This design comes from an exercise in tuning for small area, a short achievable clock period and few clock cycles per item on the open sky130 flow, not from production work.
The RTL was checked by simulation tests, not by an equivalence proof against the original design.

### flow/run.sh
#!/bin/bash
# synth_recipe.tcl (not shown) runs the flow's synth.tcl, then flattens the netlist and writes it again
# the make line also repeats each setting of config.mk as NAME=value (left out here)
make -C /OpenROAD-flow-scripts/flow DESIGN_CONFIG=/design/flow/config.mk WORK_HOME=/design/flow/orfs CLKGATE_MAP_FILE= SYNTH_SCRIPT=/design/flow/synth_recipe.tcl finish
### flow/config.mk
export PLATFORM = sky130hd
export DESIGN_NAME = crsf_core
export DESIGN_NICKNAME = crsf_core
export VERILOG_FILES = /design/flow/design.v
export SDC_FILE = /design/flow/constraint.sdc
export NUM_CORES = 4
export LEC_CHECK = 0
export CAP_MARGIN = 20
export CORE_MARGIN = 2
export CORE_UTILIZATION = 30
export PLACE_DENSITY = 0.4
export SLEW_MARGIN = 20
### flow/constraint.sdc
create_clock -name core_clock -period 130.0 [get_ports {clk}]
set_input_delay 26.0000 -clock core_clock [delete_from_list [all_inputs] [get_ports {clk}]]
set_output_delay 26.0000 -clock core_clock [all_outputs]
set_load 0.01 [all_outputs]
### flow/design.v
module crsf_core (
    input  wire        clk,
    input  wire        rst,         
    input  wire        in_valid,
    output wire        in_ready,
    input  wire [1:0]  in_kind,     
    input  wire        in_we,       
    input  wire [11:0] in_off,      
    input  wire [31:0] in_data,     
    output reg         rsp_valid,
    output reg  [31:0] rsp_data
);
    localparam [3:0] F_ILLEGAL_CMD    = 4'd1,
                     F_BAD_ACCESS     = 4'd2,
                     F_BAD_VALUE      = 4'd3,
                     F_BAD_ARG        = 4'd4,
                     F_NOT_ENABLED    = 4'd5,
                     F_DOUBLE_INIT    = 4'd6,
                     F_TX_OVERLAP     = 4'd7,
                     F_RX_NOT_ENABLED = 4'd8,
                     F_RX_AFTER_DEAD  = 4'd9,
                     F_RX_ILLEGAL     = 4'd10;
    localparam [1:0] S_SEEK = 2'd0, S_LEN = 2'd1, S_BODY = 2'd2;
    function [7:0] crc_step;
        input [7:0] c;
        input [7:0] b;
        integer k;
        reg [7:0] x;
        begin
            x = c ^ b;
            for (k = 0; k < 8; k = k + 1)
                x = x[7] ? ((x << 1) ^ 8'hD5) : (x << 1);
            crc_step = x;
        end
    endfunction
    reg         rq;              
    reg         rdy;
    reg         sv;
    reg  [1:0]  sk;
    reg         swe;
    reg  [11:0] soff;
    reg  [31:0] sd;
    assign in_ready = rdy;
    wire acc = in_valid & rdy;
    wire send_in = acc && in_kind == 2'd0 && in_we && in_off == 12'h000 &&
                   (in_data[7:0] == 8'h08 || in_data[7:0] == 8'h09 || in_data[7:0] == 8'h0A);
    reg  [3:0]  crc_rem;         
    reg  [3:0]  crc_rem_d;
    always @(posedge clk) begin
        rq   <= rst;
        sv   <= acc & ~rst;
        sk   <= in_kind;
        swe  <= in_we;
        soff <= in_off;
        sd   <= in_data;
        rdy  <= rst | (~send_in & (crc_rem_d[3:1] == 3'd0));
    end
    reg         en;
    reg         faulted;
    reg [3:0]   fault_code;
    reg [31:0]  fault_info;
    reg [7:0]   crc_acc;
    reg [175:0] cch;             
    reg [175:0] cpk;             
    reg [1:0]   rx_state;
    reg         rx_dv;           
    reg         rx_dea;          
    reg [5:0]   rx_len;
    reg [5:0]   rx_cnt;
    reg [7:0]   rx_crc;          
    reg         rx_t16, rx_t14;  
    reg [175:0] rx_buf;          
    reg         rx_dead;
    reg [175:0] st_ch;           
    reg         st_ch_valid;
    reg [79:0]  st_link;         
    reg         st_link_valid;
    reg [175:0] sh_ch;           
    reg         sh_ch_nz;
    reg [79:0]  sh_link;         
    reg         sh_link_nz;
    reg [15:0]  bat_voltage, bat_current;
    reg [23:0]  bat_capacity;
    reg [7:0]   bat_remaining;
    reg [31:0]  gps_lat, gps_lon;
    reg [15:0]  gps_gspd, gps_heading, gps_alt;
    reg [7:0]   gps_sats;
    reg [479:0] txp;             
    reg [479:0] tx_pay;
    reg         tx_dea;          
    reg [7:0]   tx_type;
    reg [7:0]   tx_crc;
    reg [6:0]   tx_len, tx_pos;  
    reg         tx_busy;
    reg [1:0]   tx_result;
    reg [3:0]   crc_g;           
    wire is_bus  = sv && sk == 2'd0;
    wire is_rx   = sv && sk == 2'd1;
    wire is_sink = sv && sk == 2'd2;
    wire [5:0]  idx = soff[7:2];
    wire        al  = soff[1:0] == 2'b00;
    wire [3:0]  pg  = soff[11:8];
    wire r_ctl   = al && pg == 4'h0 && idx <= 6'd6;                    
    wire r_cmd   = r_ctl && idx == 6'd0;
    wire r_shch  = al && pg == 4'h0 && idx[5:4] == 2'b01;              
    wire r_shlk  = al && pg == 4'h0 && idx[5:4] == 2'b10 && idx[3:0] <= 4'd9;   
    wire r_cch   = al && pg == 4'h1 && idx[5:4] == 2'b00;              
    wire r_cpk   = al && pg == 4'h1 && idx >= 6'd16 && idx <= 6'd37;   
    wire r_tel   = al && pg == 4'h1 && idx >= 6'd40 && idx <= 6'd49;   
    wire r_txp   = al && pg == 4'h2 && idx <= 6'd59;                   
    wire r_txb   = al && pg == 4'h4;                                   
    wire map_ok  = r_ctl | r_shch | r_shlk | r_cch | r_cpk | r_tel | r_txp | r_txb;
    wire acc_rd  = map_ok & ~r_cmd;
    wire acc_wr  = r_cmd | r_cch | r_cpk | r_tel | r_txp;
    wire [3:0] tel = idx[3:0] - 4'd8;    
    reg val_ok;
    always @* begin
        val_ok = 1'b1;
        if (r_cch)
            val_ok = sd[31:11] == 21'd0;
        else if (r_cpk || r_txp)
            val_ok = sd[31:8] == 24'd0;
        else if (r_tel) begin
            case (tel)
                4'd2:          val_ok = sd[31:24] == 8'd0;
                4'd3, 4'd9:    val_ok = sd[31:8] == 24'd0;
                4'd4, 4'd5:    val_ok = 1'b1;
                default:       val_ok = sd[31:16] == 16'd0;
            endcase
        end
    end
    wire [7:0] op    = sd[7:0];
    wire [7:0] arg_a = sd[15:8];
    wire [7:0] arg_b = sd[23:16];
    wire [7:0] arg_c = sd[31:24];
    reg cmd_illegal;
    always @* begin
        case (op)
            8'h01, 8'h02, 8'h04, 8'h05, 8'h06, 8'h07:
                cmd_illegal = sd[31:8] != 24'd0;
            8'h03, 8'h08, 8'h09:
                cmd_illegal = sd[31:16] != 16'd0;
            8'h0A:
                cmd_illegal = 1'b0;
            default:
                cmd_illegal = 1'b1;
        endcase
    end
    wire op_bat  = op == 8'h08;
    wire op_gps  = op == 8'h09;
    wire op_raw  = op == 8'h0A;
    wire is_send = op_bat | op_gps | op_raw;
    wire dest_ok = arg_a == 8'hC8 || arg_a == 8'hEA;
    reg  raw_ok;
    always @* begin
        raw_ok = 1'b1;
        if (arg_c > 8'd60)
            raw_ok = 1'b0;
        else if (arg_b == 8'h16 && arg_c != 8'd22)
            raw_ok = 1'b0;
        else if (arg_b == 8'h14 && arg_c != 8'd10)
            raw_ok = 1'b0;
        else if (arg_b == 8'h08 && arg_c != 8'd8)
            raw_ok = 1'b0;
        else if (arg_b == 8'h02 && arg_c != 8'd15)
            raw_ok = 1'b0;
    end
    wire args_ok = dest_ok & (~op_raw | raw_ok);
    wire [9:0] rxw    = sd[9:0];
    wire [1:0] rx_k   = rxw[9:8];
    wire [7:0] rx_d   = rxw[7:0];
    wire       rx_bad = rx_k == 2'b11 || (rx_k != 2'b00 && rx_d != 8'h00);
    reg        flt;
    reg [3:0]  flt_code;
    reg [31:0] flt_info;
    always @* begin
        flt      = 1'b0;
        flt_code = 4'd0;
        flt_info = sd;
        if (is_bus) begin
            if (swe ? ~acc_wr : ~acc_rd) begin
                flt = 1'b1; flt_code = F_BAD_ACCESS; flt_info = {19'd0, swe, soff};
            end else if (swe && !r_cmd) begin
                if (!val_ok) begin
                    flt = 1'b1; flt_code = F_BAD_VALUE; flt_info = {19'd0, 1'b1, soff};
                end
            end else if (swe) begin
                if (cmd_illegal) begin
                    flt = 1'b1; flt_code = F_ILLEGAL_CMD;
                end else if (op == 8'h01 && en) begin
                    flt = 1'b1; flt_code = F_DOUBLE_INIT;
                end else if (is_send && !en) begin
                    flt = 1'b1; flt_code = F_NOT_ENABLED;
                end else if (is_send && tx_busy) begin
                    flt = 1'b1; flt_code = F_TX_OVERLAP;
                end else if (is_send && !args_ok) begin
                    flt = 1'b1; flt_code = F_BAD_ARG;
                end
            end
        end else if (is_rx) begin
            flt_info = {22'd0, rxw};
            if (rx_bad) begin
                flt = 1'b1; flt_code = F_RX_ILLEGAL;
            end else if (!en) begin
                flt = 1'b1; flt_code = F_RX_NOT_ENABLED;
            end else if (rx_dead) begin
                flt = 1'b1; flt_code = F_RX_AFTER_DEAD;
            end
        end
    end
    wire go     = ~faulted & ~flt;
    wire wr     = go & is_bus & swe;
    wire cmd    = wr & r_cmd;
    wire c_init   = cmd && op == 8'h01;
    wire c_clear  = cmd && op == 8'h02;
    wire c_feed   = cmd && op == 8'h03;
    wire c_unpack = cmd && op == 8'h04;
    wire c_pack   = cmd && op == 8'h05;
    wire c_latch_ch   = cmd && op == 8'h06;
    wire c_latch_link = cmd && op == 8'h07;
    wire c_send   = cmd & is_send;
    wire rx_go    = go & is_rx;
    wire sink_go  = go & is_sink;
    wire [31:0] wd = rq ? 32'd0 : sd;
    wire [119:0] gps_pl = {gps_sats,
                           gps_alt[7:0], gps_alt[15:8],
                           gps_heading[7:0], gps_heading[15:8],
                           gps_gspd[7:0], gps_gspd[15:8],
                           gps_lon[7:0], gps_lon[15:8], gps_lon[23:16], gps_lon[31:24],
                           gps_lat[7:0], gps_lat[15:8], gps_lat[23:16], gps_lat[31:24]};
    wire [63:0]  bat_pl = {bat_remaining,
                           bat_capacity[7:0], bat_capacity[15:8], bat_capacity[23:16],
                           bat_current[7:0], bat_current[15:8],
                           bat_voltage[7:0], bat_voltage[15:8]};
    wire [479:0] pl_src = {txp[479:120],
                           op_gps ? gps_pl[119:64] : txp[119:64],
                           op_gps ? gps_pl[63:0] : op_bat ? bat_pl : txp[63:0]};
    wire [7:0]   pl_type = op_bat ? 8'h08 : op_gps ? 8'h02 : arg_b;
    wire [5:0]   pl_n    = op_bat ? 6'd8 : op_gps ? 6'd15 : arg_c[5:0];
    wire [3:0]   pl_g    = (pl_n + 6'd3) >> 2;
    wire [5:0]  tb_j  = idx - 6'd3;                  
    wire        crc_run = crc_rem != 4'd0;
    wire [3:0]  gsel  = crc_run ? crc_g : tb_j[5:2];
    wire [31:0] grp   = tx_pay[32*gsel +: 32];
    wire [1:0]  nmod  = tx_len[1:0];                 
    wire        glast = crc_rem == 4'd1 && nmod != 2'd0;
    reg  [7:0]  crc_fold;
    always @* begin
        crc_fold = crc_step(tx_crc, grp[7:0]);
        if (!glast || nmod > 2'd1) crc_fold = crc_step(crc_fold, grp[15:8]);
        if (!glast || nmod > 2'd2) crc_fold = crc_step(crc_fold, grp[23:16]);
        if (!glast)                crc_fold = crc_step(crc_fold, grp[31:24]);
    end
    always @* begin
        crc_rem_d = crc_rem;
        if (rq)
            crc_rem_d = 4'd0;
        else if (c_send)
            crc_rem_d = pl_g;
        else if (crc_run)
            crc_rem_d = crc_rem - 4'd1;
    end
    wire [6:0] idx7 = {1'b0, idx};
    reg [7:0] txb_byte;
    always @* begin
        txb_byte = 8'd0;
        if (tx_len != 7'd0) begin
            if (idx == 6'd0)
                txb_byte = tx_dea ? 8'hEA : 8'hC8;
            else if (idx == 6'd1)
                txb_byte = {1'b0, tx_len - 7'd2};
            else if (idx == 6'd2)
                txb_byte = tx_type;
            else if (idx7 < tx_len - 7'd1)
                txb_byte = grp[8*tb_j[1:0] +: 8];
            else if (idx7 == tx_len - 7'd1)
                txb_byte = tx_crc;
        end
    end
    reg [31:0] rd_value;
    always @* begin
        rd_value = 32'd0;
        if (r_ctl) begin
            case (idx[2:0])
                3'd1: rd_value = {22'd0, faulted, en, rx_dead, tx_result, tx_busy,
                                  st_link_valid, st_ch_valid, rx_state};
                3'd2: rd_value = {28'd0, fault_code};
                3'd3: rd_value = fault_info;
                3'd4: rd_value = {10'd0, rx_cnt, 2'b00, rx_len,      
                                  rx_dv, rx_dv, rx_dv & rx_dea, 1'b0,
                                  rx_dv, 1'b0, rx_dv & rx_dea, 1'b0};
                3'd5: rd_value = {24'd0, crc_acc};
                3'd6: rd_value = {17'd0, tx_pos, 1'b0, tx_len};
                default: rd_value = 32'd0;
            endcase
        end else if (r_shch)
            rd_value = {21'd0, sh_ch[11*idx[3:0] +: 11] & {11{sh_ch_nz}}};
        else if (r_shlk)
            rd_value = {24'd0, sh_link[8*idx[3:0] +: 8] & {8{sh_link_nz}}};
        else if (r_cch)
            rd_value = {21'd0, cch[11*idx[3:0] +: 11]};
        else if (r_cpk)
            rd_value = {24'd0, cpk[8*(idx - 6'd16) +: 8]};
        else if (r_tel) begin
            case (tel)
                4'd0: rd_value = {16'd0, bat_voltage};
                4'd1: rd_value = {16'd0, bat_current};
                4'd2: rd_value = {8'd0, bat_capacity};
                4'd3: rd_value = {24'd0, bat_remaining};
                4'd4: rd_value = gps_lat;
                4'd5: rd_value = gps_lon;
                4'd6: rd_value = {16'd0, gps_gspd};
                4'd7: rd_value = {16'd0, gps_heading};
                4'd8: rd_value = {16'd0, gps_alt};
                default: rd_value = {24'd0, gps_sats};
            endcase
        end else if (r_txp)
            rd_value = {24'd0, txp[8*idx +: 8]};
        else if (r_txb)
            rd_value = {24'd0, txb_byte};
    end
    always @(posedge clk) begin
        rsp_valid <= is_bus & ~swe & ~rst;
        rsp_data  <= acc_rd ? rd_value : 32'd0;
    end
    wire [5:0] rx_cnt_next = rx_cnt + 6'd1;
    wire       rx_last     = rx_cnt_next == rx_len;
    wire [7:0] sw          = sd[7:0];
    wire [6:0] tx_left     = tx_len - tx_pos;
    wire       rx_byte     = rx_go && rx_k == 2'b00;
    wire       rx_commit   = rx_byte && rx_state == S_BODY && rx_last && rx_crc == rx_d;
    wire       ch_commit   = rx_commit && rx_t16 && rx_len == 6'd24;
    wire       link_commit = rx_commit && rx_t14 && rx_len == 6'd12;
    always @(posedge clk) begin
        crc_rem <= crc_rem_d;
        if (rq) begin
            en            <= 1'b0;
            faulted       <= 1'b0;
            fault_code    <= 4'd0;
            fault_info    <= 32'd0;
            crc_acc       <= 8'h00;
            rx_state      <= S_SEEK;
            rx_dv         <= 1'b0;
            rx_len        <= 6'd0;
            rx_cnt        <= 6'd0;
            rx_dead       <= 1'b0;
            st_ch_valid   <= 1'b0;
            st_link_valid <= 1'b0;
            sh_ch_nz      <= 1'b0;
            sh_link_nz    <= 1'b0;
            tx_len        <= 7'd0;
            tx_pos        <= 7'd0;
            tx_busy       <= 1'b0;
            tx_result     <= 2'd0;
        end else begin
            if (sv && !faulted && flt) begin
                faulted    <= 1'b1;
                fault_code <= flt_code;
                fault_info <= flt_info;
            end
            if (c_init)  en <= 1'b1;
            if (c_clear) crc_acc <= 8'h00;
            if (c_feed)  crc_acc <= crc_step(crc_acc, arg_a);
            if (c_latch_ch)   sh_ch_nz   <= st_ch_valid;
            if (c_latch_link) sh_link_nz <= st_link_valid;
            if (ch_commit)   st_ch_valid   <= 1'b1;
            if (link_commit) st_link_valid <= 1'b1;
            if (rx_go && rx_k == 2'b10)
                rx_dead <= 1'b1;
            if (rx_byte) begin
                case (rx_state)
                    S_SEEK: begin
                        if (rx_d == 8'hC8 || rx_d == 8'hEA) begin
                            rx_dv    <= 1'b1;
                            rx_state <= S_LEN;
                        end
                    end
                    S_LEN: begin
                        if (rx_d >= 8'd2 && rx_d <= 8'd62) begin
                            rx_len   <= rx_d[5:0];
                            rx_cnt   <= 6'd0;
                            rx_state <= S_BODY;
                        end else begin
                            rx_state <= S_SEEK;
                            rx_dv    <= 1'b0;
                            rx_len   <= 6'd0;
                            rx_cnt   <= 6'd0;
                        end
                    end
                    default: begin
                        if (rx_last) begin
                            rx_state <= S_SEEK;
                            rx_dv    <= 1'b0;
                            rx_len   <= 6'd0;
                            rx_cnt   <= 6'd0;
                        end else begin
                            rx_cnt <= rx_cnt_next;
                        end
                    end
                endcase
            end
            if (c_send) begin
                tx_len    <= {1'b0, pl_n} + 7'd4;
                tx_pos    <= 7'd0;
                tx_busy   <= 1'b1;
                tx_result <= 2'd0;
            end else if (sink_go && tx_busy) begin
                if (!sw[7] && sw[6:0] <= tx_left) begin
                    tx_pos <= tx_pos + sw[6:0];
                    if (sw[6:0] == tx_left) begin
                        tx_busy   <= 1'b0;
                        tx_result <= 2'd1;
                    end
                end else if (sw == 8'h80) begin
                    tx_busy   <= 1'b0;
                    tx_result <= 2'd2;
                end
            end
        end
    end
    integer i;
    always @(posedge clk) begin
        if (rx_byte && rx_state == S_SEEK)
            rx_dea <= rx_d == 8'hEA;
        if (rx_byte && rx_state == S_LEN)
            rx_crc <= 8'h00;
        if (rx_byte && rx_state == S_BODY && !rx_last)
            rx_crc <= crc_step(rx_crc, rx_d);
        if (rx_byte && rx_state == S_BODY && rx_cnt == 6'd0) begin
            rx_t16 <= rx_d == 8'h16;
            rx_t14 <= rx_d == 8'h14;
        end
        for (i = 0; i < 22; i = i + 1)
            if (rx_byte && rx_state == S_BODY && rx_cnt == i + 1)
                rx_buf[8*i +: 8] <= rx_d;
        if (ch_commit)    st_ch   <= rx_buf;
        if (link_commit)  st_link <= rx_buf[79:0];
        if (c_latch_ch)   sh_ch   <= st_ch;
        if (c_latch_link) sh_link <= st_link;
        if (c_send) begin
            tx_pay  <= pl_src;
            tx_dea  <= arg_a == 8'hEA;
            tx_type <= pl_type;
            tx_crc  <= crc_step(8'h00, pl_type);
            crc_g   <= 4'd0;
        end else if (crc_run) begin
            tx_crc  <= crc_fold;
            crc_g   <= crc_g + 4'd1;
        end
    end
    always @(posedge clk) begin
        for (i = 0; i < 16; i = i + 1)
            if (rq || c_unpack || (wr && r_cch && idx[3:0] == i))
                cch[11*i +: 11] <= c_unpack ? cpk[11*i +: 11] : wd[10:0];
        for (i = 0; i < 22; i = i + 1)
            if (rq || c_pack || (wr && r_cpk && idx == i + 16))
                cpk[8*i +: 8] <= c_pack ? cch[8*i +: 8] : wd[7:0];
        for (i = 0; i < 60; i = i + 1)
            if (rq || (wr && r_txp && idx == i))
                txp[8*i +: 8] <= wd[7:0];
        if (rq || (wr && r_tel && tel == 4'd0)) bat_voltage   <= wd[15:0];
        if (rq || (wr && r_tel && tel == 4'd1)) bat_current   <= wd[15:0];
        if (rq || (wr && r_tel && tel == 4'd2)) bat_capacity  <= wd[23:0];
        if (rq || (wr && r_tel && tel == 4'd3)) bat_remaining <= wd[7:0];
        if (rq || (wr && r_tel && tel == 4'd4)) gps_lat       <= wd;
        if (rq || (wr && r_tel && tel == 4'd5)) gps_lon       <= wd;
        if (rq || (wr && r_tel && tel == 4'd6)) gps_gspd      <= wd[15:0];
        if (rq || (wr && r_tel && tel == 4'd7)) gps_heading   <= wd[15:0];
        if (rq || (wr && r_tel && tel == 4'd8)) gps_alt       <= wd[15:0];
        if (rq || (wr && r_tel && tel == 4'd9)) gps_sats      <= wd[7:0];
    end
endmodule
==> results.cfg, run 1 <==
[die]
ios = 84
fp.dieW_um = 577.9
dieArea_mm2 = 0.3340
coreArea_mm2 = 0.3277
die-height_um = 577.9
start_util = 0.3016
rows = 210

[critical_path]
path_max_fanout = 3
crit_required_ps = 104000
start_kind = register
critPathMaxStageDelay_ps = 550
setup.worst_path.end_class = primary output
crit_arrival_ps = 1770
r2r_slack_ps = 120230
cp_cell_sequence = clkdlybuf4s50_1
crit_family = buffers and inverters
criticalPathCategory = register to primary output
crit_buf_inv = 1
slowest_stage = clkdlybuf4s50_1

[route]
avgViaCountPerCell = 5.320
dr.pass1.iters = 8
drc = 0
route.vias.total = 61180
ant_nets = 0
wl_mm = 378.5
wl_per_cell_um = 32.91
drt_iter0_drc = 7237

[sta]
tightestPinTransition_ps = 1251
max_slew_margin = 0.1658
layout_setup_ws_ps = 102230
min_period_ps = 27770
maxClockFrequency_ghz = 0.03601
tns_ps = 0
slew_viol_final = 0
final_hold_viol_count = 0
period_share = 0.2136
skew_ps = 70.79
rsz0062_at_grt = false
setup_violations = 0

[yosys]
ys_seq_area_frac = 0.7074
synthCells = 6737
async_reset_ff_frac = 0
yosysUniqueCellTypes = 102
syn_nets = 6840
synth-edff-count = 2212
ys.flop_type = edfxtp_1
synth.avg_cell_area_um2 = 14.67
synth_seq_cells = 2386
synth_warnings = 1
synth_area_mm2 = 0.09882

[placed_design]
numPortBuffers = 83
dpl.hpwl_mm = 253.4
placed_area_mm2 = 0.1060
preCtsSetupSlack_ps = 101780
dpl.cell_count = 11010
place_congestion = 0.8656

[layout]
final_cells = 11500
area_growth_pct = 16.19
nets = 7047
design_area_mm2 = 0.1148
fillers = 31570
drive_gt1_frac = 0.1618
layout_commonest_cell = edfxtp_1
final_cell_mix = edfxtp_1 (2212), nand2_1 (1266), nor2_1 (289), clkbuf_16 (288), mux4_2 (276)

[cts]
path_clk_slew_ps = 60
cts.path.max_buffers = 4
post_cts_resize_count = 0
h-tree-depth = 5
post_cts_buffers = 0
cts_sinks = 2386
numCtsBuffers = 278
postCtsHoldBufs = 0
clk-insertion-delay-late_ps = 870
cts_root_buf = clkbuf_16
cts_tree = done

[worst_hold_path]
hold_path_class = register to register

[grt]
grt_max_degree = 131
grt_pass1_vias = 60870
groute.usage.overall = 0.2226
grt_overflow = 0
antenna_found_initial = 27
grt_pass1_wl_mm = 517.7

[outcome]
status = complete, no violations

[run]
max-cap-violations = 0
## sequential cells by signal, indices dropped and copies added, names as in the netlist, 12 cells and up
name          cells
bat_capacity     24
bat_current      16
bat_voltage      16
cch             176
cpk             176
fault_info       32
gps_alt          16
gps_gspd         16
gps_heading      16
gps_lat          32
gps_lon          32
rsp_data         32
rx_buf          176
sd               32
sh_ch           176
sh_link          80
soff             12
st_ch           176
st_link          80
tx_pay          480
txp             480
## Yosys cell counts (38+ instances only)
library cell	n	area share
xnor2_1	124	0.011
clkbuf_1	342	0.013
mux2_2	79	0.0090
inv_1	61	0.0023
nor3_1	52	0.0026
dfxtp_1	174	0.035
o22ai_1	44	0.0028
and3_1	38	0.0024
a21o_1	75	0.0057
xor2_1	64	0.0057
buf_1	56	0.0021
a211oi_1	43	0.0033
a21oi_1	230	0.012
mux4_2	276	0.063
ha_1	51	0.0065
nand2_1	1275	0.048
mux2i_1	132	0.013
a31oi_1	104	0.0066
nor2b_1	40	0.0025
a22oi_1	92	0.0070
o21ai_0	207	0.010
nand3_1	219	0.011
edfxtp_1	2212	0.67
nor2_1	303	0.012
## metal layers
layer	wire, um	global-route usage	up-vias	share of wire
li1	-	-	25990	-
met1	162000	0.3046	32280	0.43
met2	180000	0.3635	2399	0.48
met3	22910	0.03044	512	0.061
met4	13610	0.07508	6	0.036
met5	36	0	-	0.000095
## through the flow
| stage | utilization | hold WS (ps) |
|---|---|---|
| after floorplan | - | 400.3 |
| after global placement | 0.3233 | 400.2 |
| after detailed placement | 0.3235 | 404.5 |
| after CTS | 0.3504 | 386.5 |
| after global routing | 0.3504 | 409.7 |
| final | 0.3504 | 397.9 |
## cell type report
type / count / area (um2) / area share
diodes: 6 / 15.01 / 0.0001308
clock inverters: 136 / 1292 / 0.01126
well taps: 4346 / 5438 / 0.04736
repair buffers: 359 / 2990 / 0.02605
clock buffers: 349 / 7496 / 0.06529
flip-flops and latches: 2386 / 69930 / 0.6091
inverters: 64 / 254.0 / 0.002212
multi-input cells: 3855 / 27400 / 0.2386
## path summary, 6_finish.rpt
check                        from              endpoint  depth (start not counted)
max                   rdy$_DFF_P_              in_ready                          1
min          st_ch[101]$_DFFE_PP_  sh_ch[101]$_DFFE_PP_                          0
max reg2reg       soff[3]$_DFF_P_   tx_crc[3]$_DFFE_PP_                         24
min reg2reg  st_ch[101]$_DFFE_PP_  sh_ch[101]$_DFFE_PP_                          0
## cell families (layout without fill, tap and decap cells)
| family | Yosys count | in the layout | synth area share |
|---|---|---|---|
| compound gates | 1001 | 1001 | 0.06590 |
| xor+xnor | 225 | 225 | 0.02463 |
| fa+ha+maj | 53 | 53 | 0.006862 |
| buf+inv | 496 | 908 | 0.01951 |
| flops | 2386 | 2386 | 0.7074 |
| mux | 494 | 494 | 0.08612 |
| other cells | 0 | 6 | 0 |
| simple gates | 2082 | 2082 | 0.08955 |
Testbench counts, summed over its fixed seeds: cycles 146,582, steps 144,856.
==> run 2: changes to the inputs <==
--- a/flow/design.v
+++ b/flow/design.v
@@ -61,5 +61,5 @@
     reg [31:0]  fault_info;
     reg [7:0]   crc_acc;
-    reg [175:0] cch;             
+    reg [175:0] cch_n;           
     reg [175:0] cpk;             
     reg [1:0]   rx_state;
@@ -87,5 +87,5 @@
     reg [7:0]   gps_sats;
     reg [479:0] txp;             
-    reg [479:0] tx_pay;
+    reg [479:0] tx_pay;          
     reg         tx_dea;          
     reg [7:0]   tx_type;
@@ -223,4 +223,6 @@
     wire sink_go  = go & is_sink;
     wire [31:0] wd = rq ? 32'd0 : sd;
+    wire [31:0] wd_u = c_unpack ? 32'd0 : wd;
+    wire [31:0] wd_p = c_pack ? 32'd0 : wd;
     wire [119:0] gps_pl = {gps_sats,
                            gps_alt[7:0], gps_alt[15:8],
@@ -234,6 +236,8 @@
                            bat_voltage[7:0], bat_voltage[15:8]};
     wire [479:0] pl_src = {txp[479:120],
-                           op_gps ? gps_pl[119:64] : txp[119:64],
-                           op_gps ? gps_pl[63:0] : op_bat ? bat_pl : txp[63:0]};
+                           ~((gps_pl[119:64] & {56{op_gps}}) | (txp[119:64] & {56{~op_gps}})),
+                           ~((gps_pl[63:0] & {64{op_gps}}) | (bat_pl & {64{op_bat}}) |
+                             (txp[63:0] & {64{op_raw}}))};
+    wire [479:0] tx_pay_t = {tx_pay[479:120], ~tx_pay[119:0]};    
     wire [7:0]   pl_type = op_bat ? 8'h08 : op_gps ? 8'h02 : arg_b;
     wire [5:0]   pl_n    = op_bat ? 6'd8 : op_gps ? 6'd15 : arg_c[5:0];
@@ -242,5 +246,11 @@
     wire        crc_run = crc_rem != 4'd0;
     wire [3:0]  gsel  = crc_run ? crc_g : tb_j[5:2];
-    wire [31:0] grp   = tx_pay[32*gsel +: 32];
+    reg  [31:0] grp;
+    integer gq;
+    always @* begin
+        grp = 32'd0;
+        for (gq = 0; gq < 15; gq = gq + 1)
+            grp = grp | (tx_pay_t[32*gq +: 32] & {32{gsel == gq}});
+    end
     wire [1:0]  nmod  = tx_len[1:0];                 
     wire        glast = crc_rem == 4'd1 && nmod != 2'd0;
@@ -279,48 +289,51 @@
     end
     reg [31:0] rd_value;
+    reg [10:0] cch_rd_n;
+    integer q;
     always @* begin
         rd_value = 32'd0;
-        if (r_ctl) begin
-            case (idx[2:0])
-                3'd1: rd_value = {22'd0, faulted, en, rx_dead, tx_result, tx_busy,
-                                  st_link_valid, st_ch_valid, rx_state};
-                3'd2: rd_value = {28'd0, fault_code};
-                3'd3: rd_value = fault_info;
-                3'd4: rd_value = {10'd0, rx_cnt, 2'b00, rx_len,      
-                                  rx_dv, rx_dv, rx_dv & rx_dea, 1'b0,
-                                  rx_dv, 1'b0, rx_dv & rx_dea, 1'b0};
-                3'd5: rd_value = {24'd0, crc_acc};
-                3'd6: rd_value = {17'd0, tx_pos, 1'b0, tx_len};
-                default: rd_value = 32'd0;
-            endcase
-        end else if (r_shch)
-            rd_value = {21'd0, sh_ch[11*idx[3:0] +: 11] & {11{sh_ch_nz}}};
-        else if (r_shlk)
-            rd_value = {24'd0, sh_link[8*idx[3:0] +: 8] & {8{sh_link_nz}}};
-        else if (r_cch)
-            rd_value = {21'd0, cch[11*idx[3:0] +: 11]};
-        else if (r_cpk)
-            rd_value = {24'd0, cpk[8*(idx - 6'd16) +: 8]};
-        else if (r_tel) begin
-            case (tel)
-                4'd0: rd_value = {16'd0, bat_voltage};
-                4'd1: rd_value = {16'd0, bat_current};
-                4'd2: rd_value = {8'd0, bat_capacity};
-                4'd3: rd_value = {24'd0, bat_remaining};
-                4'd4: rd_value = gps_lat;
-                4'd5: rd_value = gps_lon;
-                4'd6: rd_value = {16'd0, gps_gspd};
-                4'd7: rd_value = {16'd0, gps_heading};
-                4'd8: rd_value = {16'd0, gps_alt};
-                default: rd_value = {24'd0, gps_sats};
-            endcase
-        end else if (r_txp)
-            rd_value = {24'd0, txp[8*idx +: 8]};
-        else if (r_txb)
-            rd_value = {24'd0, txb_byte};
+        if (r_ctl && idx[2:0] == 3'd1)
+            rd_value = rd_value | {22'd0, faulted, en, rx_dead, tx_result, tx_busy,
+                                   st_link_valid, st_ch_valid, rx_state};
+        if (r_ctl && idx[2:0] == 3'd2)
+            rd_value = rd_value | {28'd0, fault_code};
+        if (r_ctl && idx[2:0] == 3'd3)
+            rd_value = rd_value | fault_info;
+        if (r_ctl && idx[2:0] == 3'd4)
+            rd_value = rd_value | {10'd0, rx_cnt, 2'b00, rx_len,    
+                                   rx_dv, rx_dv, rx_dv & rx_dea, 1'b0,
+                                   rx_dv, 1'b0, rx_dv & rx_dea, 1'b0};
+        if (r_ctl && idx[2:0] == 3'd5)
+            rd_value = rd_value | {24'd0, crc_acc};
+        if (r_ctl && idx[2:0] == 3'd6)
+            rd_value = rd_value | {17'd0, tx_pos, 1'b0, tx_len};
+        for (q = 0; q < 16; q = q + 1)
+            rd_value[10:0] = rd_value[10:0] | (sh_ch[11*q +: 11] & {11{r_shch && sh_ch_nz && idx[3:0] == q}});
+        for (q = 0; q < 10; q = q + 1)
+            rd_value[7:0] = rd_value[7:0] | (sh_link[8*q +: 8] & {8{r_shlk && sh_link_nz && idx[3:0] == q}});
+        cch_rd_n = 11'd0;
+        for (q = 0; q < 16; q = q + 1)
+            cch_rd_n = cch_rd_n | (cch_n[11*q +: 11] & {11{idx[3:0] == q}});
+        rd_value[10:0] = rd_value[10:0] | (~cch_rd_n & {11{r_cch}});
+        for (q = 0; q < 22; q = q + 1)
+            rd_value[7:0] = rd_value[7:0] | (cpk[8*q +: 8] & {8{r_cpk && idx == q + 16}});
+        if (r_tel && tel == 4'd0) rd_value = rd_value | {16'd0, bat_voltage};
+        if (r_tel && tel == 4'd1) rd_value = rd_value | {16'd0, bat_current};
+        if (r_tel && tel == 4'd2) rd_value = rd_value | {8'd0, bat_capacity};
+        if (r_tel && tel == 4'd3) rd_value = rd_value | {24'd0, bat_remaining};
+        if (r_tel && tel == 4'd4) rd_value = rd_value | gps_lat;
+        if (r_tel && tel == 4'd5) rd_value = rd_value | gps_lon;
+        if (r_tel && tel == 4'd6) rd_value = rd_value | {16'd0, gps_gspd};
+        if (r_tel && tel == 4'd7) rd_value = rd_value | {16'd0, gps_heading};
+        if (r_tel && tel == 4'd8) rd_value = rd_value | {16'd0, gps_alt};
+        if (r_tel && tel == 4'd9) rd_value = rd_value | {24'd0, gps_sats};
+        for (q = 0; q < 60; q = q + 1)
+            rd_value[7:0] = rd_value[7:0] | (txp[8*q +: 8] & {8{r_txp && idx == q}});
+        if (r_txb)
+            rd_value[7:0] = rd_value[7:0] | txb_byte;
     end
     always @(posedge clk) begin
         rsp_valid <= is_bus & ~swe & ~rst;
-        rsp_data  <= acc_rd ? rd_value : 32'd0;
+        rsp_data  <= rd_value;
     end
     wire [5:0] rx_cnt_next = rx_cnt + 6'd1;
@@ -431,9 +444,8 @@
             rx_t14 <= rx_d == 8'h14;
         end
-        for (i = 0; i < 22; i = i + 1)
-            if (rx_byte && rx_state == S_BODY && rx_cnt == i + 1)
-                rx_buf[8*i +: 8] <= rx_d;
+        if (rx_byte && rx_state == S_BODY && rx_cnt != 6'd0 && rx_cnt <= 6'd22)
+            rx_buf <= {rx_d, rx_buf[175:8]};
         if (ch_commit)    st_ch   <= rx_buf;
-        if (link_commit)  st_link <= rx_buf[79:0];
+        if (link_commit)  st_link <= rx_buf[175:96];
         if (c_latch_ch)   sh_ch   <= st_ch;
         if (c_latch_link) sh_link <= st_link;
@@ -452,8 +464,8 @@
         for (i = 0; i < 16; i = i + 1)
             if (rq || c_unpack || (wr && r_cch && idx[3:0] == i))
-                cch[11*i +: 11] <= c_unpack ? cpk[11*i +: 11] : wd[10:0];
+                cch_n[11*i +: 11] <= ~((cpk[11*i +: 11] & {11{c_unpack}}) | wd_u[10:0]);
         for (i = 0; i < 22; i = i + 1)
             if (rq || c_pack || (wr && r_cpk && idx == i + 16))
-                cpk[8*i +: 8] <= c_pack ? cch[8*i +: 8] : wd[7:0];
+                cpk[8*i +: 8] <= ~((cch_n[8*i +: 8] | {8{~c_pack}}) & ~wd_p[7:0]);
         for (i = 0; i < 60; i = i + 1)
             if (rq || (wr && r_txp && idx == i))
==> flow/flow/run.sh (new file) <==
#!/bin/bash
set -euo pipefail
export BUFFER_PORTS_ARGS="-buffer_cell sky130_fd_sc_hd__buf_2"
export CTS_ARGS="-sink_clustering_enable -repair_clock_nets -dont_use_dummy_load -sink_clustering_size 22 -sink_clustering_max_diameter 120"
bash standard.sh > standard_flow.log 2>&1
==> flow/standard.sh (new file) <==
#!/bin/bash
# synth_recipe.tcl (not shown) runs the flow's synth.tcl, then flattens the netlist and writes it again
# the make line also repeats each setting of config.mk as NAME=value (left out here)
make -C /OpenROAD-flow-scripts/flow DESIGN_CONFIG=/design/flow/config.mk WORK_HOME=/design/flow/orfs CLKGATE_MAP_FILE= SYNTH_SCRIPT=/design/flow/synth_recipe.tcl "${@:-finish}"
--- a/flow/config.mk
+++ b/flow/config.mk
@@ -6,7 +6,7 @@
 export NUM_CORES = 4
 export LEC_CHECK = 0
-export CAP_MARGIN = 20
+export CAP_MARGIN = 30
 export CORE_MARGIN = 2
 export CORE_UTILIZATION = 30
 export PLACE_DENSITY = 0.4
-export SLEW_MARGIN = 20
+export SLEW_MARGIN = 40
removed: flow/run.sh
==> run 2 against run 1 <==
Compared with the run above: sequential share of layout area increased by 5.3 points; utilization decreased by 1.2 points; clock-buffer cell count decreased by 224; synthesized cell count decreased by 8.7%; global-route usage increased by 11 points; area after synthesis decreased by 5.0%; via count increased by 8.9%; first-iteration DRC count increased by 90%; still clean on timing, DRC and antenna; cell count decreased by 7.9%.
==> results.cfg, run 2 <==
[sta]
tns_ps = 0
max_slew_margin = 0.2397
min_period_ps = 27400
final_hold_viol_count = 0
skew_ps = 75.70
period_share = 0.2108
slew_viol_final = 0
tightestPinTransition_ps = 1109
layout_setup_ws_ps = 102600
maxClockFrequency_ghz = 0.03649
setup_violations = 0
rsz0062_at_grt = false

[placed_design]
numPortBuffers = 83
place_congestion = 1.038
preCtsSetupSlack_ps = 102230
dpl.cell_count = 10420
dpl.hpwl_mm = 399.5

[yosys]
synth.avg_cell_area_um2 = 15.25
ys.flop_type = edfxtp_1
yosysUniqueCellTypes = 107
netlist.area_leader.share = 0.7078
yosysMostFrequentCell = edfxtp_1
synth-edff-count = 2212
synth_common_cells = edfxtp_1 (2212), nand2_1 (401), a21oi_1 (333)
synthTopCellsByArea = edfxtp_1 (71%), dfxtp_1 (3.7%), a22oi_1 (2.6%)
synth.largest_area_cell = edfxtp_1
async_reset_ff_frac = 0
synthCells = 6154
syn_nets = 6251
synth_warnings = 1
ys_seq_area_frac = 0.7449
synth_seq_cells = 2386
synth_area_mm2 = 0.09385

[cts]
clk-insertion-delay-late_ps = 940
cts_tree = done
numCtsBuffers = 125
h-tree-depth = 3
path_clk_slew_ps = 90
postCtsHoldBufs = 0
post_cts_buffers = 0
post_cts_resize_count = 0
cts_sinks = 2386
cts.path.max_buffers = 4
cts_root_buf = clkbuf_16

[worst_hold_path]
whs_path_depth = 0
hold_path_class = register to register

[die]
dieArea_mm2 = 0.3173
fp.dieW_um = 563.3
start_util = 0.3011
ios = 84
coreArea_mm2 = 0.3116
die-height_um = 563.3
rows = 205

[route]
wl_mm = 540.2
route.vias.total = 66600
drc = 0
wl_per_cell_um = 51.01
ant_nets = 0
drt_iter0_drc = 13750
dr.pass1.iters = 7
avgViaCountPerCell = 6.289

[grt]
groute.usage.overall = 0.3319
grt_max_degree = 137
antenna_found_initial = 80
grt_pass1_vias = 60940
grt_overflow = 0
grt_pass1_wl_mm = 679.0

[layout]
largest_registers = tx_pay (480), txp (480)
area_growth_pct = 12.52
layout_commonest_cell = edfxtp_1
nets = 6509
final_cell_mix = edfxtp_1 (2212), nand2_1 (400), buf_4 (333), a21oi_1 (330), a22oi_1 (321)
drive_gt1_frac = 0.1357
fillers = 30110
final_cells = 10590

[run]
max-cap-violations = 0

[critical_path]
crit_required_ps = 104000
cp_cell_sequence = buf_2
start_kind = register
crit_family = flip-flops
r2r_slack_ps = 119750
cp-endpoint = in_ready
reg2reg_depth = 28
crit_buf_inv = 1
worstReg2RegEnd = tx_crc[0]$_DFFE_PP_
setup.worst_path.end_class = primary output
criticalPathCategory = register to primary output
timing.rr.start = soff[3]$_DFF_P_
worst-path-stages = 1
crit_start = rdy$_DFF_P_
critPathMaxStageDelay_ps = 360
crit_arrival_ps = 1400
path_max_fanout = 3
slowest_stage = dfxtp_1

[outcome]
status = complete, no violations
==> run 2: worst min-delay path by stage <==
stage / startpoint / to
6_report: st_link[28]$_DFFE_PP_ / sh_link[28]$_DFFE_PP_
5_1_grt: st_ch[86]$_DFFE_PP_ / sh_ch[86]$_DFFE_PP_
4_1_cts: st_link[28]$_DFFE_PP_ / sh_link[28]$_DFFE_PP_
3_5_place_dp: st_ch[100]$_DFFE_PP_ / sh_ch[100]$_DFFE_PP_
3_3_place_gp: st_ch[20]$_DFFE_PP_ / sh_ch[20]$_DFFE_PP_
2_1_floorplan: st_ch[0]$_DFFE_PP_ / sh_ch[0]$_DFFE_PP_
==> run 2: routing by layer <==
| metal | GRT usage | routed length (um) | up-vias |
|---|---|---|---|
| met3 | 0.1047 | 64060 | 880 |
| li1 | - | - | 24990 |
| met2 | 0.4835 | 228900 | 5107 |
| met5 | 0.002259 | 295 | - |
| met4 | 0.1717 | 33480 | 28 |
| met1 | 0.4415 | 213500 | 35600 |
==> run 2: cell families (layout without fill, tap and decap cells) <==
logic type,after synthesis,after routing,synth area share
flops,2386,2386,0.7449
compound gates,1767,1767,0.1318
simple gates,1202,1202,0.05963
buf+inv,392,648,0.01605
xor+xnor,208,208,0.02429
mux,151,151,0.01679
fa+ha+maj,48,48,0.006533
other cells,0,40,0
==> run 2: layout make-up <==
| cell class | instances | area [um2] | share of cell area |
|---|---|---|---|
| Sequential cell | 2386 | 69930 | 0.6622 |
| Multi-Input combinational cell | 3376 | 23450 | 0.2221 |
| Tap cell | 4140 | 5180 | 0.04905 |
| Timing Repair Buffer | 469 | 3592 | 0.03402 |
| Clock buffer | 125 | 3128 | 0.02962 |
| Inverter | 54 | 217.7 | 0.002062 |
| Antenna cell | 40 | 100.1 | 0.0009479 |
==> run 2: stage by stage <==
stage	hold WS, ps	instance area [um2]	utilization
finish	411.6	105600	0.3388
global route	417.5	105500	0.3386
CTS	400.2	105300	0.3379
detailed placement	404.5	102200	0.3279
global placement	400.5	101400	0.3253
floorplan	400.3	93850	-
Testbench counts of run 2, summed over its fixed seeds: cycles 146,582, steps 144,856.
==> run 3: changes to the inputs <==
--- a/flow/config.mk
+++ b/flow/config.mk
@@ -8,5 +8,5 @@
 export CAP_MARGIN = 30
 export CORE_MARGIN = 2
-export CORE_UTILIZATION = 30
-export PLACE_DENSITY = 0.4
+export CORE_UTILIZATION = 45
+export PLACE_DENSITY = 0.55
 export SLEW_MARGIN = 40
==> run 3 against run 2 <==
Compared with the run above: critical path depth is the same; synthesized cell count is the same; sequential share of layout area grew 1.3 points; clock skew shrank 6.7 ps; highest routed layer unchanged; worst setup slack lost 34 ps; routed wire length shrank 9.9%; global-route usage grew 12 points; first-iteration DRC count grew 6.6%.
==> results.cfg, run 3 <==
[outcome]
status = complete, no violations

[cts]
cts.path.max_buffers = 3
cts_root_buf = clkbuf_16
post_cts_resize_count = 0
postCtsHoldBufs = 0
cts_sinks = 2386
h-tree-depth = 3
path_clk_slew_ps = 90
clk-insertion-delay-late_ps = 860
numCtsBuffers = 118
post_cts_buffers = 0
cts_tree = done

[die]
coreArea_mm2 = 0.2073
dieArea_mm2 = 0.2122
die-height_um = 460.7
ios = 84
start_util = 0.4528
fp.dieW_um = 460.7
rows = 167

[route]
route.vias.total = 67450
drt_iter0_drc = 14660
dr.pass1.iters = 10
avgViaCountPerCell = 7.321
drc = 0
wl_mm = 486.7
ant_nets = 0
wl_per_cell_um = 52.83

[layout]
area_growth_pct = 10.30
fin_util = 0.4994
largest_registers = tx_pay (480), txp (480)
layout_commonest_cell = edfxtp_1
design_area_mm2 = 0.1035
final_cell_mix = edfxtp_1 (2212), nand2_1 (398), a21oi_1 (332), buf_4 (323), a22oi_1 (321)
nets = 6496
final_cells = 9213
drive_gt1_frac = 0.1308

[placed_design]
placed_area_mm2 = 0.1003
numPortBuffers = 83
dpl.cell_count = 9057
place_congestion = 1.090
dpl.hpwl_mm = 357.9

[yosys]
synth.avg_cell_area_um2 = 15.25
synth_warnings = 1
ys.flop_type = edfxtp_1
synth_seq_cells = 2386
synth_area_mm2 = 0.09385
synthCells = 6154
synth_common_cells = edfxtp_1 (2212), nand2_1 (401), a21oi_1 (333)
yosysUniqueCellTypes = 107
syn_nets = 6251
synth-edff-count = 2212
async_reset_ff_frac = 0
synthTopCellsByArea = edfxtp_1 (71%), dfxtp_1 (3.7%), a22oi_1 (2.6%)
netlist.area_leader.share = 0.7078
ys_seq_area_frac = 0.7449
synth.largest_area_cell = edfxtp_1
yosysMostFrequentCell = edfxtp_1

[run]
max-cap-violations = 0

[grt]
grt_overflow = 0
antenna_found_initial = 56
grt_max_degree = 178
groute.usage.overall = 0.4513
grt_pass1_vias = 60280
grt_pass1_wl_mm = 617.6

[critical_path]
critPathMaxStageDelay_ps = 370
cp_cell_sequence = buf_2
path_max_fanout = 3
slowest_stage = dfxtp_1
crit_family = flip-flops
criticalPathCategory = register to primary output
start_kind = register
setup.worst_path.end_class = primary output
crit_buf_inv = 1
crit_arrival_ps = 1440
crit_required_ps = 104000

[sta]
rsz0062_at_grt = false
setup_violations = 0
min_period_ps = 27440
maxClockFrequency_ghz = 0.03645
skew_ps = 68.98
period_share = 0.2111
tns_ps = 0
final_hold_viol_count = 0
max_slew_margin = 0.2803
tightestPinTransition_ps = 1050
slew_viol_final = 0

[worst_hold_path]
hold_path_class = register to register
==> run 3: path summary, 6_finish.rpt <==
| check | startpoint | end | slack (ps) | depth (start not counted) |
|---|---|---|---|---|
| worst max-delay path | rdy$_DFF_P_ | in_ready | 102560 | 1 |
| worst min-delay path | st_link[61]$_DFFE_PP_ | sh_link[61]$_DFFE_PP_ | 420 | 0 |
| worst max register to register | soff[4]$_DFF_P_ | tx_crc[3]$_DFFE_PP_ | 119830 | 28 |
| worst min register to register | st_link[61]$_DFFE_PP_ | sh_link[61]$_DFFE_PP_ | 420 | 0 |
==> run 3: stage by stage <==
stage | hold WS [ps] | setup slack [ps]
6_report | 415.7 | 102560
3_5_place_dp | 404.5 | 102110
2_1_floorplan | 400.3 | 90510
3_3_place_gp | 400.7 | 102120
4_1_cts | 398.1 | 102520
5_1_grt | 410.7 | 102510
==> run 3: metal layers <==
| metal | wire length [um] | vias to the layer above | track usage |
|---|---|---|---|
| met2 | 194100 | 6431 | 0.6141 |
| met5 | 698 | - | 0.007348 |
| met1 | 173300 | 34760 | 0.5774 |
| met3 | 79530 | 1272 | 0.2185 |
| li1 | - | 24950 | - |
| met4 | 39080 | 38 | 0.2713 |
==> run 3: kinds of logic (layout without fill, tap and decap cells) <==
family / Yosys count / after routing / share of synthesized area
AOI/OAI and AO/OA: 1767 / 1767 / 0.1318
buffers and inverters: 392 / 635 / 0.01605
muxes: 151 / 151 / 0.01679
xor gates and xnor gates: 208 / 208 / 0.02429
other: 0 / 28 / 0
and+or+nand+nor: 1202 / 1202 / 0.05963
DFF: 2386 / 2386 / 0.7449
adders and majority gates: 48 / 48 / 0.006533
==> run 3: final cells by class <==
class                           instances  area (um2)
Fill cell                           17710      103800
Sequential cell                      2386       69920
Multi-Input combinational cell       3376       23380
Tap cell                             2788        3488
Timing Repair Buffer                  463        3487
Clock buffer                          118        2953
Inverter                               54       210.2
Antenna cell                           28       70.07
==> run 4: changes to the inputs <==
--- a/flow/design.v
+++ b/flow/design.v
@@ -255,8 +255,11 @@
     wire [1:0]  nmod  = tx_len[1:0];                 
     wire        glast = crc_rem == 4'd1 && nmod != 2'd0;
+    wire [7:0]  crc_u1 = crc_step(crc_run ? tx_crc : rx_crc, crc_run ? grp[7:0] : rx_d);
+    wire [7:0]  crc_u2 = crc_step(crc_run ? crc_u1 : is_send ? 8'h00 : crc_acc,
+                                  crc_run ? grp[15:8] : is_send ? pl_type : arg_a);
     reg  [7:0]  crc_fold;
     always @* begin
-        crc_fold = crc_step(tx_crc, grp[7:0]);
-        if (!glast || nmod > 2'd1) crc_fold = crc_step(crc_fold, grp[15:8]);
+        crc_fold = crc_u1;
+        if (!glast || nmod > 2'd1) crc_fold = crc_u2;
         if (!glast || nmod > 2'd2) crc_fold = crc_step(crc_fold, grp[23:16]);
         if (!glast)                crc_fold = crc_step(crc_fold, grp[31:24]);
@@ -374,5 +377,5 @@
             if (c_init)  en <= 1'b1;
             if (c_clear) crc_acc <= 8'h00;
-            if (c_feed)  crc_acc <= crc_step(crc_acc, arg_a);
+            if (c_feed)  crc_acc <= crc_u2;
             if (c_latch_ch)   sh_ch_nz   <= st_ch_valid;
             if (c_latch_link) sh_link_nz <= st_link_valid;
@@ -439,5 +442,5 @@
             rx_crc <= 8'h00;
         if (rx_byte && rx_state == S_BODY && !rx_last)
-            rx_crc <= crc_step(rx_crc, rx_d);
+            rx_crc <= crc_u1;
         if (rx_byte && rx_state == S_BODY && rx_cnt == 6'd0) begin
             rx_t16 <= rx_d == 8'h16;
@@ -454,5 +457,5 @@
             tx_dea  <= arg_a == 8'hEA;
             tx_type <= pl_type;
-            tx_crc  <= crc_step(8'h00, pl_type);
+            tx_crc  <= crc_u2;
             crc_g   <= 4'd0;
         end else if (crc_run) begin
--- a/flow/config.mk
+++ b/flow/config.mk
@@ -6,7 +6,7 @@
 export NUM_CORES = 4
 export LEC_CHECK = 0
-export CAP_MARGIN = 30
+export CAP_MARGIN = 25
 export CORE_MARGIN = 2
-export CORE_UTILIZATION = 45
-export PLACE_DENSITY = 0.55
-export SLEW_MARGIN = 40
+export CORE_UTILIZATION = 30
+export PLACE_DENSITY = 0.4
+export SLEW_MARGIN = 30
==> run 4 against run 3 <==
Compared with the run above: hold slack lost 79 ps; worst setup slack gained 120 ps; first-iteration DRC count decreased by 9.4%; critical path type unchanged; clock-buffer cell count grew 2; largest cell class unchanged; sequential cell count unchanged; clock skew is 59 ps higher; non-clock buffer count rose by 8; routed wire length increased by 12%; die area increased by 49%; critical path depth unchanged.
==> results.cfg, run 4 <==
[outcome]
status = complete, no violations

[yosys]
syn_nets = 6208
synth_area_mm2 = 0.09372
synth_seq_cells = 2386
synth.avg_cell_area_um2 = 15.33
synthCells = 6113
synth-edff-count = 2212
synthTopCellsByArea = edfxtp_1 (71%), dfxtp_1 (3.7%), a22oi_1 (2.6%)
synth_warnings = 1
ys_seq_area_frac = 0.7459
yosysMostFrequentCell = edfxtp_1
ys.flop_type = edfxtp_1
netlist.area_leader.share = 0.7088
synth.largest_area_cell = edfxtp_1
synth_common_cells = edfxtp_1 (2212), a21oi_1 (399), nor2_1 (344)
async_reset_ff_frac = 0
yosysUniqueCellTypes = 113

[route]
ant_nets = 0
wl_per_cell_um = 51.79
route.vias.total = 67630
drc = 0
avgViaCountPerCell = 6.421
wl_mm = 545.5
drt_iter0_drc = 13280
dr.pass1.iters = 11

[sta]
tightestPinTransition_ps = 1203
skew_ps = 127.9
rsz0062_at_grt = false
maxClockFrequency_ghz = 0.03660
final_hold_viol_count = 0
max_slew_margin = 0.1980
setup_violations = 0
hold_slack_ps = 336.3
min_period_ps = 27320
slew_viol_final = 0
tns_ps = 0
period_share = 0.2102

[die]
ios = 84
coreArea_mm2 = 0.3114
fp.dieW_um = 562.9
start_util = 0.3010
die-height_um = 562.9
rows = 205
dieArea_mm2 = 0.3169

[layout]
drive_gt1_frac = 0.1285
final_cell_mix = edfxtp_1 (2212), a21oi_1 (397), buf_4 (359), a22oi_1 (319), nor2_1 (303)
nets = 6461
layout_commonest_cell = edfxtp_1
area_growth_pct = 11.90
largest_registers = tx_pay (480), txp (480)

[critical_path]
start_kind = register
timing.rr.start = soff[2]$_DFF_P_
crit_family = flip-flops
worstReg2RegEnd = tx_crc[6]$_DFFE_PP_
crit_buf_inv = 1
crit_required_ps = 104000
crit_start = rdy$_DFF_P_
slowest_stage = dfxtp_1
critPathMaxStageDelay_ps = 360
r2r_slack_ps = 119370
reg2reg_depth = 28
cp_cell_sequence = buf_2
crit_arrival_ps = 1320
path_max_fanout = 3
criticalPathCategory = register to primary output
setup.worst_path.end_class = primary output

[cts]
cts_root_buf = clkbuf_16
post_cts_resize_count = 0
path_clk_slew_ps = 90
h-tree-depth = 3
cts_sinks = 2386
postCtsHoldBufs = 0
numCtsBuffers = 120
cts_tree = done
post_cts_buffers = 0
clk-insertion-delay-late_ps = 870
cts.path.max_buffers = 3

[grt]
grt_max_degree = 178
grt_overflow = 0
antenna_found_initial = 70
groute.usage.overall = 0.3345
grt_pass1_wl_mm = 683.1
grt_pass1_vias = 60890

[run]
max-cap-violations = 0

[placed_design]
dpl.hpwl_mm = 399.9
numPortBuffers = 83
place_congestion = 1.064

[worst_hold_path]
hold_path_class = register to register
whs_path_depth = 0
hold_start = st_ch[122]$_DFFE_PP_
min_to = sh_ch[122]$_DFFE_PP_
[run 4: area by class of cell]
class	instances	area, um2
clock buffers	120	3003
fillers	30310	206500
flip-flops and latches	2386	69910
well taps	4140	5180
multi-input cells	3329	22980
repair buffers	471	3466
inverters	58	252.7
diodes	29	72.57
[run 4: cells by family (layout without fill, tap and decap cells)]
logic type | Yosys count | in the layout | share of synthesized area
and+or+nand+nor | 1148 | 1148 | 0.05920
adders and majority gates | 45 | 45 | 0.006168
xor gates and xnor gates | 171 | 171 | 0.02031
DFF | 2386 | 2386 | 0.7459
muxes | 96 | 96 | 0.01140
AOI/OAI and AO/OA | 1869 | 1869 | 0.1405
buffers and inverters | 398 | 649 | 0.01654
other | 0 | 29 | 0
[run 4: stage by stage]
| stage | std cells | instance area [um2] | util | worst slack (ps) |
|---|---|---|---|---|
| floorplan | 6113 | 93720 | - | 103120 |
| global placement | 10360 | 101300 | 0.3255 | 102060 |
| detailed placement | 10380 | 101600 | 0.3264 | 102030 |
| CTS | 10500 | 104700 | 0.3361 | 102620 |
| global route | 10510 | 104800 | 0.3366 | 102630 |
| finish | 10530 | 104900 | 0.3368 | 102680 |
[run 4: worst max-delay path by stage]
| stage | end | depth (start not counted) |
|---|---|---|
| after detailed placement | rdy$_DFF_P_ | 5 |
| after global placement | rdy$_DFF_P_ | 5 |
| after floorplan | rdy$_DFF_P_ | 4 |
| after CTS | in_ready | 1 |
| after global routing | in_ready | 1 |
| final | in_ready | 1 |
[run 4: metal layers]
metal  wire, um  GRT usage  share of wire  vias to the layer above
li1           -          -              -                    25020
met5        224          0        0.00041                        -
met4      39400     0.1930          0.072                       32
met1     211600     0.4404           0.39                    35980
met3      65760     0.1043           0.12                     1173
met2     228600     0.4846           0.42                     5420
Testbench counts of run 4, summed over its fixed seeds: cycles 146,582, steps 144,856.
==> run 5: changes to the inputs <==
==> flow/flow/run.sh (replaced) <==
#!/bin/bash
set -euo pipefail
export BUFFER_PORTS_ARGS="-buffer_cell sky130_fd_sc_hd__buf_2"
export CTS_ARGS="-sink_clustering_enable -repair_clock_nets -dont_use_dummy_load -sink_clustering_size 22 -sink_clustering_max_diameter 120 -distance_between_buffers 300"
bash standard.sh > standard_flow.log 2>&1
==> run 5 against run 4 <==
Compared with the run above: critical path type unchanged; largest cell class unchanged; still clean; clock-buffer cell count did not move; hold slack improved by 4.6 ps; clock skew up 3.2 ps; critical path depth unchanged; cell count about the same; die area stayed put.
==> results.cfg, run 5 <==
[grt]
groute.usage.overall = 0.3349
antenna_found_initial = 70
grt_max_degree = 178
grt_pass1_vias = 60940
grt_pass1_wl_mm = 683.4
grt_overflow = 0

[sta]
max_slew_margin = 0.1892
skew_ps = 131.1
min_period_ps = 27360
slew_viol_final = 0
rsz0062_at_grt = false
setup_violations = 0
period_share = 0.2104
tns_ps = 0
maxClockFrequency_ghz = 0.03656
tightestPinTransition_ps = 1216
final_hold_viol_count = 0

[yosys]
synthXorXnorAreaFrac = 0.02031
yosysUniqueCellTypes = 113
async_reset_ff_frac = 0
synth_area_mm2 = 0.09372
netlist.area_leader.share = 0.7088
syn_nets = 6208
synth_warnings = 1
synth-edff-count = 2212
synth_compound_area_frac = 0.1405
synthAdderAreaFrac = 0.006168
yosys.area_share.simple = 0.05920
synth_seq_cells = 2386
synthMuxAreaShare = 0.01140
synth_common_cells = edfxtp_1 (2212), a21oi_1 (399), nor2_1 (344)
synth.largest_area_cell = edfxtp_1
ys.flop_type = edfxtp_1
synthTopCellsByArea = edfxtp_1 (71%), dfxtp_1 (3.7%), a22oi_1 (2.6%)
synthCells = 6113
synth.avg_cell_area_um2 = 15.33
ys_seq_area_frac = 0.7459
yosysMostFrequentCell = edfxtp_1
synth_top_family_by_area = compound AO/OA/AOI/OAI gates

[critical_path]
criticalPathCategory = register to primary output
cp_cell_sequence = buf_2
crit_buf_inv = 1
worstReg2RegEnd = tx_crc[6]$_DFFE_PP_
timing.rr.start = soff[3]$_DFF_P_
reg2reg_depth = 28
slowest_stage = dfxtp_1
path_max_fanout = 3
r2r_slack_ps = 119330
setup.worst_path.end_class = primary output
crit_arrival_ps = 1360
start_kind = register
critPathMaxStageDelay_ps = 360
crit_family = flip-flops
crit_required_ps = 104000

[layout]
drive_gt1_frac = 0.1285
largest_registers = tx_pay (480), txp (480)
area_growth_pct = 11.91
fin_util = 0.3368
design_area_mm2 = 0.1049
layout_commonest_cell = edfxtp_1
fillers = 30310
nets = 6464
final_cell_mix = edfxtp_1 (2212), a21oi_1 (397), buf_4 (361), a22oi_1 (319), nor2_1 (303)

[die]
start_util = 0.3010
ios = 84
die-height_um = 562.9
coreArea_mm2 = 0.3114
dieArea_mm2 = 0.3169
fp.dieW_um = 562.9
rows = 205

[route]
drt_iter0_drc = 13430
avgViaCountPerCell = 6.385
dr.pass1.iters = 9
wl_mm = 545.1
wl_per_cell_um = 51.74
route.vias.total = 67270
ant_nets = 0
drc = 0

[cts]
post_cts_resize_count = 0
post_cts_buffers = 0
h-tree-depth = 3
numCtsBuffers = 120
cts.path.max_buffers = 3
cts_root_buf = clkbuf_16
postCtsHoldBufs = 0
cts_tree = done
cts_sinks = 2386
clk-insertion-delay-late_ps = 910
path_clk_slew_ps = 90

[placed_design]
place_congestion = 1.064
numPortBuffers = 83
placed_area_mm2 = 0.1016
dpl.hpwl_mm = 399.9

[worst_hold_path]
min_to = sh_ch[122]$_DFFE_PP_
hold_start = st_ch[122]$_DFFE_PP_
whs_path_depth = 0
hold_path_class = register to register

[outcome]
status = complete, no violations

[run]
max-cap-violations = 0
-- run 5: cell counts after synthesis --
No cell type changed its count.
-- run 5: worst max-delay path by stage --
stage                start  slack [ps]           to  cells after the start
6_report       rdy$_DFF_P_      102640     in_ready                      1
5_1_grt        rdy$_DFF_P_      102570     in_ready                      1
4_1_cts        rdy$_DFF_P_      102580     in_ready                      1
3_5_place_dp     in_off[5]      102030  rdy$_DFF_P_                      5
3_3_place_gp     in_off[5]      102060  rdy$_DFF_P_                      5
2_1_floorplan    in_off[5]      103120  rdy$_DFF_P_                      4
-- run 5: layout make-up --
class / instances / area, um2 / share of cell area
flip-flops and latches: 2386 / 69910 / 0.6666
well taps: 4140 / 5180 / 0.04939
clock buffers: 120 / 3003 / 0.02863
diodes: 28 / 70.07 / 0.0006681
inverters: 58 / 252.7 / 0.002410
multi-input cells: 3329 / 22970 / 0.2190
repair buffers: 474 / 3492 / 0.03330
-- run 5: metal layers --
layer,GRT usage,up-vias,wire length [um]
met5,0,-,220
met4,0.1917,28,38850
met3,0.1062,1026,65220
met2,0.4835,5330,228200
met1,0.4418,35870,212600
li1,-,25020,-
-- run 5: kinds of logic (layout without fill, tap and decap cells) --
family | Yosys count | count (layout)
xor gates and xnor gates | 171 | 171
DFF | 2386 | 2386
adders and majority gates | 45 | 45
muxes | 96 | 96
other | 0 | 28
AOI/OAI and AO/OA | 1869 | 1869
and+or+nand+nor | 1148 | 1148
buffers and inverters | 398 | 652
-- run 5: metrics by stage --
step                hold WS, ps  setup WS (ps)  cells
global placement          400.5         102060  10360
floorplan                 400.3         103120   6113
detailed placement        404.5         102030  10380
CTS                       291.8         102580  10500
finish                    340.9         102640  10540
global route              337.5         102570  10510

-- static timing again, ports no longer ideal --
The results above use ideal ports. As a check the final layouts listed here were re-extracted and re-timed, cells and wires unchanged. Step 1: set_driving_cell puts a clkbuf_16 on clk and a buf_2 on each other input, an assumption about the parent block. Step 2, shift: input delay + t, output delay - t, t = (earliest + latest rising clock arrival at the registers) / 2. This alone moves slack from input paths to output paths. Three values: ideal ports, drivers, drivers and shift; two values: the first two.
run | t (ns) | setup WS [ns] | worst hold slack (ns) | worst register clock-pin slew, ns | worst slew at a driven data input, ns
run 1 | 0.941 | 102.233 / 102.130 / 101.841 | 0.398 / 0.398 / 0.398 | 0.07 / 0.07 | 0.05
run 2 | 1.001 | 102.596 / 102.499 / 102.189 | 0.412 / 0.412 / 0.412 | 0.11 / 0.11 | 0.03
run 3 | 0.941 | 102.562 / 102.455 / 102.135 | 0.416 / 0.416 / 0.416 | 0.11 / 0.11 | 0.04
run 4 | 0.910 | 102.680 / 102.579 / 102.064 | 0.336 / 0.336 / 0.336 | 0.12 / 0.12 | 0.03
run 5 | 0.964 | 102.644 / 102.525 / 101.987 | 0.341 / 0.341 / 0.341 | 0.11 / 0.11 | 0.03
After both steps every run listed still meets setup and hold. For run 5, which loses most, drivers alone change the setup slack by -0.119 ns; drivers and shift together by -0.657 ns.
